This design comes from an exercise in tuning for small area, a short achievable clock period and few clock cycles on the open sky130 flow, not from production work.
Where RTL was checked, it was by simulation tests only, not by an equivalence proof against the original.

==> inputs of branch zinc <==
==> flow/design.v (excerpt) <==
module pcm_scaler (
    input  wire        clk,
    input  wire        rst,           
    input  wire        cfg_wr,
    input  wire        cfg_w16,       
    input  wire        cfg_signed,    
    input  wire        cfg_order,     
    input  wire        gain_wr,
    input  wire [31:0] gain_data,     
    output wire [16:0] gain_q,
    input  wire        in_valid,
    input  wire [7:0]  in_byte,
    output reg         in_ready,
    output reg         out_valid,
    output reg  [15:0] out_duty,
    input  wire        out_ready
);
==> flow/config.mk <==
export PLATFORM = sky130hd
export DESIGN_NAME = pcm_scaler
export DESIGN_NICKNAME = pcm_scaler
export VERILOG_FILES = /design/flow/design.v
export SDC_FILE = /design/flow/constraint.sdc
export NUM_CORES = 4
export LEC_CHECK = 0
export CAP_MARGIN = 20
export CORE_MARGIN = 2
export CORE_UTILIZATION = 40
export CTS_BUF_LIST = sky130_fd_sc_hd__clkbuf_8
export CTS_CLUSTER_SIZE = 24
export SLEW_MARGIN = 20
export SYNTH_HIERARCHICAL = 1
export SYNTH_MINIMUM_KEEP_SIZE = 0
==> flow/constraint.sdc <==
create_clock -name core_clock -period 15.0 [get_ports {clk}]
set_input_delay 3.0000 -clock core_clock [delete_from_list [all_inputs] [get_ports {clk}]]
set_output_delay 3.0000 -clock core_clock [all_outputs]
set_load 0.01 [all_outputs]
standard.sh (not shown) runs the stock make flow with config.mk's settings and CLKGATE_MAP_FILE= SYNTH_SCRIPT=/design/flow/synth_recipe.tcl, a recipe that flattens the netlist after the stock synthesis.
==> flow/flow/run.sh <==
#!/bin/bash
# Own layout flow: the standard ORFS flow (standard synthesis, floorplan,
# placement, CTS, routing) unchanged, except that the ports are buffered with
# the small sky130_fd_sc_hd__buf_1 instead of the delay buffer buffer_ports
# picks by default. Each run's full output goes to a log in this folder.
set -euo pipefail
export BUFFER_PORTS_ARGS="-buffer_cell sky130_fd_sc_hd__buf_1"
bash standard.sh finish > standard_flow.log 2>&1
==> inputs of branch amber, as changes to branch zinc <==
--- a/flow/design.v
+++ b/flow/design.v
@@ -60,11 +60,10 @@
     reg [7:0]  hi;            
     reg [15:0] gs;            
     reg        m_valid;
     reg        m_w16;
     reg        m_pass2;       
-    reg        k_top;         
     reg        k_lo;          
     reg        k_mid;         
     wire flip = !a_signed;    
     wire do_p1, do_p2, do_8;
     always @(posedge clk) begin
@@ -81,11 +80,10 @@
         end
         if (ld_b0)
             b0 <= in_byte;
         if (ld) begin
             m_w16 <= a_w16;
-            k_top <= 1'b1;
             gs <= g[15:0] | {16{g_max}};
             if (!a_w16) begin
                 k_lo  <= in_byte[7] ^ flip;
                 k_mid <= 1'b0;
             end else if (a_order) begin
@@ -96,11 +94,10 @@
                 hi  <= {in_byte[7] ^ flip, in_byte[6:0]};
                 k_lo  <= in_byte[7] ^ flip;
                 k_mid <= in_byte[7] ^ flip;
             end
         end else if (do_p1) begin
-            k_top <= 1'b0;
             k_lo  <= 1'b0;
             k_mid <= 1'b0;
         end
     end
     reg [6:0] x_nx;
@@ -147,12 +144,11 @@
     end
     wire [6:0]  xa  = xr;
     wire [6:0]  xb  = xr_b;
     wire        x7pa = x7p, x7na = x7n, x7pb = x7p_b, x7nb = x7n_b;
     wire [15:0] g_  = gs;
-    wire [15:0] a   = {k_top, {8{k_mid}}, {7{k_lo}}} |
-                      ({{8{!k_top}}, {8{m_pass2}}} & out_duty);
+    wire [15:0] a   = {!m_pass2, {8{k_mid}}, {7{k_lo}}} | ({16{m_pass2}} & out_duty);
     wire m0 = ~(xa[0] & g_[0]);
     wire m1 = ~(xa[0] & g_[1]);
     wire m2 = ~(xa[0] & g_[2]);
     wire m3 = ~(xa[0] & g_[3]);
     wire m4 = ~(xa[0] & g_[4]);
@@ -278,21 +274,21 @@
     wire m124 = ~((x7pb & g_[12]) | (x7nb & ~g_[12]));
     wire m125 = ~((x7pb & g_[13]) | (x7nb & ~g_[13]));
     wire m126 = ~((x7pb & g_[14]) | (x7nb & ~g_[14]));
     wire m127 = ~((x7pb & g_[15]) | (x7nb & ~g_[15]));
     wire s128, c128;
-    pcm_fa u128 (.a(m5), .b(m20), .c(1'b1), .s(s128), .co(c128));
+    pcm_hai u128 (.a(m5), .b(m20), .s(s128), .co(c128));
     wire s129, c129;
     pcm_fa u129 (.a(m6), .b(m21), .c(m36), .s(s129), .co(c129));
     wire s130, c130;
-    pcm_fa u130 (.a(m51), .b(m66), .c(1'b1), .s(s130), .co(c130));
+    pcm_hai u130 (.a(m51), .b(m66), .s(s130), .co(c130));
     wire s131, c131;
     pcm_fa u131 (.a(m7), .b(m22), .c(m37), .s(s131), .co(c131));
     wire s132, c132;
     pcm_fa u132 (.a(m52), .b(m67), .c(m82), .s(s132), .co(c132));
     wire s133, c133;
-    pcm_fa u133 (.a(m97), .b(m112), .c(1'b1), .s(s133), .co(c133));
+    pcm_hai u133 (.a(m97), .b(m112), .s(s133), .co(c133));
     wire s134, c134;
     pcm_fa u134 (.a(m8), .b(m23), .c(m38), .s(s134), .co(c134));
     wire s135, c135;
     pcm_fa u135 (.a(m53), .b(m68), .c(m83), .s(s135), .co(c135));
     wire s136, c136;
@@ -344,15 +340,15 @@
     wire s159, c159;
     pcm_fa u159 (.a(m76), .b(m91), .c(m106), .s(s159), .co(c159));
     wire s160, c160;
     pcm_fa u160 (.a(m47), .b(m62), .c(m77), .s(s160), .co(c160));
     wire s161, c161;
-    pcm_fa u161 (.a(m3), .b(m18), .c(1'b1), .s(s161), .co(c161));
+    pcm_hai u161 (.a(m3), .b(m18), .s(s161), .co(c161));
     wire s162, c162;
     pcm_fa u162 (.a(m4), .b(m19), .c(m34), .s(s162), .co(c162));
     wire s163, c163;
-    pcm_fa u163 (.a(m49), .b(m64), .c(1'b1), .s(s163), .co(c163));
+    pcm_hai u163 (.a(m49), .b(m64), .s(s163), .co(c163));
     wire s164, c164;
     pcm_fa u164 (.a(m35), .b(m50), .c(m65), .s(s164), .co(c164));
     wire s165, c165;
     pcm_fa u165 (.a(m80), .b(~(a[5])), .c(s128), .s(s165), .co(c165));
     wire s166, c166;
@@ -408,11 +404,11 @@
     wire s191, c191;
     pcm_fa u191 (.a(m108), .b(m123), .c(c160), .s(s191), .co(c191));
     wire s192, c192;
     pcm_fa u192 (.a(m79), .b(m94), .c(m109), .s(s192), .co(c192));
     wire s193, c193;
-    pcm_fa u193 (.a(m2), .b(m17), .c(1'b1), .s(s193), .co(c193));
+    pcm_hai u193 (.a(m2), .b(m17), .s(s193), .co(c193));
     wire s194, c194;
     pcm_fa u194 (.a(m33), .b(m48), .c(~(a[3])), .s(s194), .co(c194));
     wire s195, c195;
     pcm_fa u195 (.a(~(a[4])), .b(c161), .c(s162), .s(s195), .co(c195));
     wire s196, c196;
@@ -446,11 +442,11 @@
     wire s210, c210;
     pcm_fa u210 (.a(m124), .b(c190), .c(c191), .s(s210), .co(c210));
     wire s211, c211;
     pcm_fa u211 (.a(m95), .b(m110), .c(m125), .s(s211), .co(c211));
     wire s212, c212;
-    pcm_fa u212 (.a(m1), .b(m16), .c(1'b1), .s(s212), .co(c212));
+    pcm_hai u212 (.a(m1), .b(m16), .s(s212), .co(c212));
     wire s213, c213;
     pcm_fa u213 (.a(m32), .b(~(a[2])), .c(s193), .s(s213), .co(c213));
     wire s214, c214;
     pcm_fa u214 (.a(s161), .b(c193), .c(s194), .s(s214), .co(c214));
     wire s215, c215;
@@ -557,5 +553,9 @@
 endmodule
 module pcm_fa (input wire a, input wire b, input wire c, output wire s, output wire co);
     assign s  = a ^ b ^ c;
     assign co = (a & b) | (a & c) | (b & c);
 endmodule
+module pcm_hai (input wire a, input wire b, output wire s, output wire co);
+    assign s  = ~(a ^ b);
+    assign co = a | b;
+endmodule
- CTS_BUF_LIST: sky130_fd_sc_hd__clkbuf_8 -> not set
- CTS_CLUSTER_SIZE: 24 -> not set
==> comparison table <==
metric	branch amber	branch zinc
Result of the run	timing/DRC/antenna clean	timing/DRC/antenna clean
Post-DP Area	8430 um^2	8670 um^2
Startpoint of the tightest hold check path	g[3]	s_v[2]
Number of synthesized register bits	103	104
Average detailed-routed wire length per instance	17.2 um	18.5 um
Clk tree area frac	0.0345	0.0241
Hold Path End	g[3]	out_duty[10]
Mean area per synthesized cell	10.2 um^2	10.3 um^2
Post-route minimum period	5100 ps	4990 ps
Total number of vias	5725	6148
Count of cells along the worst register-to-register path	14	13
Share of Yosys cell area claimed by the top area cell type	0.245	0.256
Cell count after placement	1078	1104
Worst-Skew Late Latency	350 ps	380 ps
Worst-case setup margin in the final layout	9900 ps	10010 ps
Transition at the pin with the smallest max-transition slack	1080 ps	820 ps
Standard cell core area	19500 um^2	20200 um^2
Nonclk buf count	85	86
Proportion of layout cells with a drive suffix above 1	0.0688	0.0647
Half-perimeter wire length of the detailed placement result	15000 um	16800 um
No run of this note included a check of the RTL's function; only the layout flow was run.


==> inputs of run X <==
pcm_scaler, a different RTL version from the one above (not shown whole).
==> flow/config.mk <==
export PLATFORM = sky130hd
export DESIGN_NAME = pcm_scaler
export DESIGN_NICKNAME = pcm_scaler
export VERILOG_FILES = /design/flow/design.v
export SDC_FILE = /design/flow/constraint.sdc
export NUM_CORES = 4
export LEC_CHECK = 0
export CAP_MARGIN = 20
export CORE_MARGIN = 2
export CORE_UTILIZATION = 50
export CTS_BUF_LIST = sky130_fd_sc_hd__clkbuf_8
export CTS_CLUSTER_SIZE = 24
export SLEW_MARGIN = 20
export SYNTH_HIERARCHICAL = 1
export SYNTH_MINIMUM_KEEP_SIZE = 0
==> flow/constraint.sdc <==
create_clock -name core_clock -period 15.0 [get_ports {clk}]
set_input_delay 3.0000 -clock core_clock [delete_from_list [all_inputs] [get_ports {clk}]]
set_output_delay 3.0000 -clock core_clock [all_outputs]
set_load 0.01 [all_outputs]
Scripts as last shown in full above: flow/flow/run.sh
==> run R (differences from run X) <==
CORE_UTILIZATION = 40   (was 50)
CTS_CLUSTER_SIZE = 40   (was 24)
==> run D (differences from run X) <==
--- a/flow/design.v
+++ b/flow/design.v
@@ -10,11 +10,11 @@
     output wire [16:0] gain_q,
     input  wire        in_valid,
     input  wire [7:0]  in_byte,
     output reg         in_ready,
     output reg         out_valid,
-    output reg  [15:0] out_duty,
+    output wire [15:0] out_duty,
     input  wire        out_ready
 );
     reg        a_w16;
     reg        a_signed;
     reg        a_order;
@@ -60,10 +60,11 @@
     reg [7:0]  hi;            
     reg [15:0] gs;            
     reg        m_valid;
     reg        m_w16;
     reg        m_pass2;       
+    reg        k_top;         
     reg        k_lo;          
     reg        k_mid;         
     wire flip = !a_signed;    
     wire do_p1, do_p2, do_8;
     always @(posedge clk) begin
@@ -81,10 +82,11 @@
         if (ld_b0)
             b0 <= in_byte;
         if (ld) begin
             m_w16 <= a_w16;
             gs <= g[15:0] | {16{g_max}};
+            k_top <= 1'b1;
             if (!a_w16) begin
                 xr  <= in_byte[6:0];
                 x7p <= 1'b0;
                 x7n <= in_byte[7] ^ flip;
                 k_lo  <= in_byte[7] ^ flip;
@@ -106,17 +108,18 @@
             end
         end else if (do_p1) begin
             xr  <= hi[6:0];
             x7p <= 1'b0;
             x7n <= hi[7];
+            k_top <= 1'b0;
             k_lo  <= 1'b0;
             k_mid <= 1'b0;
         end
     end
     wire [6:0]  x   = xr;
     wire [15:0] g_  = gs;
-    wire [15:0] a   = {!m_pass2, {8{k_mid}}, {7{k_lo}}} | ({16{m_pass2}} & out_duty);
+    wire [15:0] a   = {k_top, {8{k_mid}}, {7{k_lo}}} | ({16{!k_top}} & o_r);
     wire m0 = ~(x[0] & g_[0]);
     wire m1 = ~(x[0] & g_[1]);
     wire m2 = ~(x[0] & g_[2]);
     wire m3 = ~(x[0] & g_[3]);
     wire m4 = ~(x[0] & g_[4]);
@@ -456,20 +459,22 @@
     wire [23:0] ta = {~(x7n), m127, c231, c230, c229, c228, c227, c226, c225, c224, c223, c222, c221, c220, c219, c218, c217, c216, c215, c214, c213, c212, ~(a[1]), m0};
     wire [23:0] tb = {1'b1, c232, s232, s231, s230, s229, s228, s227, s226, s225, s224, s223, s222, s221, s220, s219, s218, s217, s216, s215, s214, s213, s212, ~(a[0])};
     wire [23:0] tsum = ta + tb + 24'd1;
     wire [15:0] rh = ~tsum[23:8];
     reg        s_valid;
-    reg [7:0]  s_v;
+    reg [7:0]  s_v;           
+    reg [15:0] o_r;           
+    reg        o_8;           
+    assign out_duty = o_8 ? {~o_r[15], o_r[14:8], ~o_r[15], o_r[14:8]}
+                          : {~o_r[15], o_r[14:0]};
     wire pop     = out_valid && out_ready;
     wire push_ok = !s_valid || out_ready;
     wire empty_n = !s_valid && (!out_valid || out_ready);    
     assign do_p1 = m_valid && m_w16 && !m_pass2 && empty_n;
     assign do_p2 = m_valid && m_pass2;
     assign do_8  = m_valid && !m_w16 && push_ok;
     wire   m_done = do_p2 || do_8;
-    wire [7:0]  v8   = {~rh[15], rh[14:8]};
-    wire [15:0] mres = m_w16 ? {rh[15] ^ m_pass2, rh[14:0]} : {v8, v8};
     wire to_s = do_8 && out_valid && !pop;
     always @(posedge clk) begin
         if (rst) begin
             out_valid <= 1'b0;
             s_valid   <= 1'b0;
@@ -479,14 +484,17 @@
             if (s_valid && pop)
                 s_valid <= do_8;
             else if (to_s)
                 s_valid <= 1'b1;
         end
-        if (!out_valid || pop)
-            out_duty <= s_valid ? {s_v, s_v} : mres;
+        if (!out_valid || pop) begin
+            o_r[15:8] <= s_valid ? s_v : rh[15:8];
+            o_r[7:0]  <= rh[7:0];
+            o_8       <= s_valid || !m_w16;
+        end
         if (s_valid ? pop : to_s)
-            s_v <= v8;
+            s_v <= rh[15:8];
     end
     always @(posedge clk) begin
         if (rst) begin
             m_valid <= 1'b0;
             m_pass2 <= 1'b0;
CORE_UTILIZATION = 40   (was 50)
==> run notes <==
- Against run D, the clock skew of run R is lower by 0.59 ps.
- Routed wire length: run R is lower than run X (about 2%).
- The lowest register-to-register slack belongs to run R, the highest to run D.
- Flip-flop and latch count: run D is higher than run X (2).
- Cell area, lowest first: run X, run R, run D.
- Synthesized area is the same in run R and run X.
- The lowest utilization belongs to run D, the highest to run X.
Testbench counts of run X, summed over its fixed seeds: cycles 22,711.
Testbench counts of run R, summed over its fixed seeds: cycles 22,711.
Function not checked in run D: the RTL went through the layout flow alone.

[separate check: timing with driven ports]
In the flow no input, the clock included, has a driving cell. The finished layouts below were timed again as built, in two steps.
Step 1 sets driving cells, clkbuf_16 on the clock port and buf_2 on the other inputs (assumed; they add their load-dependent delay and slew).
Step 2 also shifts input and output timing later by t, the mid clock arrival at the registers, as if the neighbouring blocks saw the same clock.
a / b / c = ideal / step 1 / step 2; a / b = the first two.
| run | t (ns) | slack for setup (ns) | pins driven straight from the clock port |
|---|---|---|---|
| branch zinc | 0.410 | 10.012 / 10.012 / 10.012 | 1 |
| branch amber | 0.384 | 9.896 / 9.896 / 9.896 | 1 |
| run X | 0.401 | 9.746 / 9.746 / 9.746 | 1 |
| run R | 0.410 | 9.721 / 9.721 / 9.721 | 1 |
| run D | 0.414 | 9.767 / 9.767 / 9.767 | 1 |
After both steps every run listed still meets setup and hold.
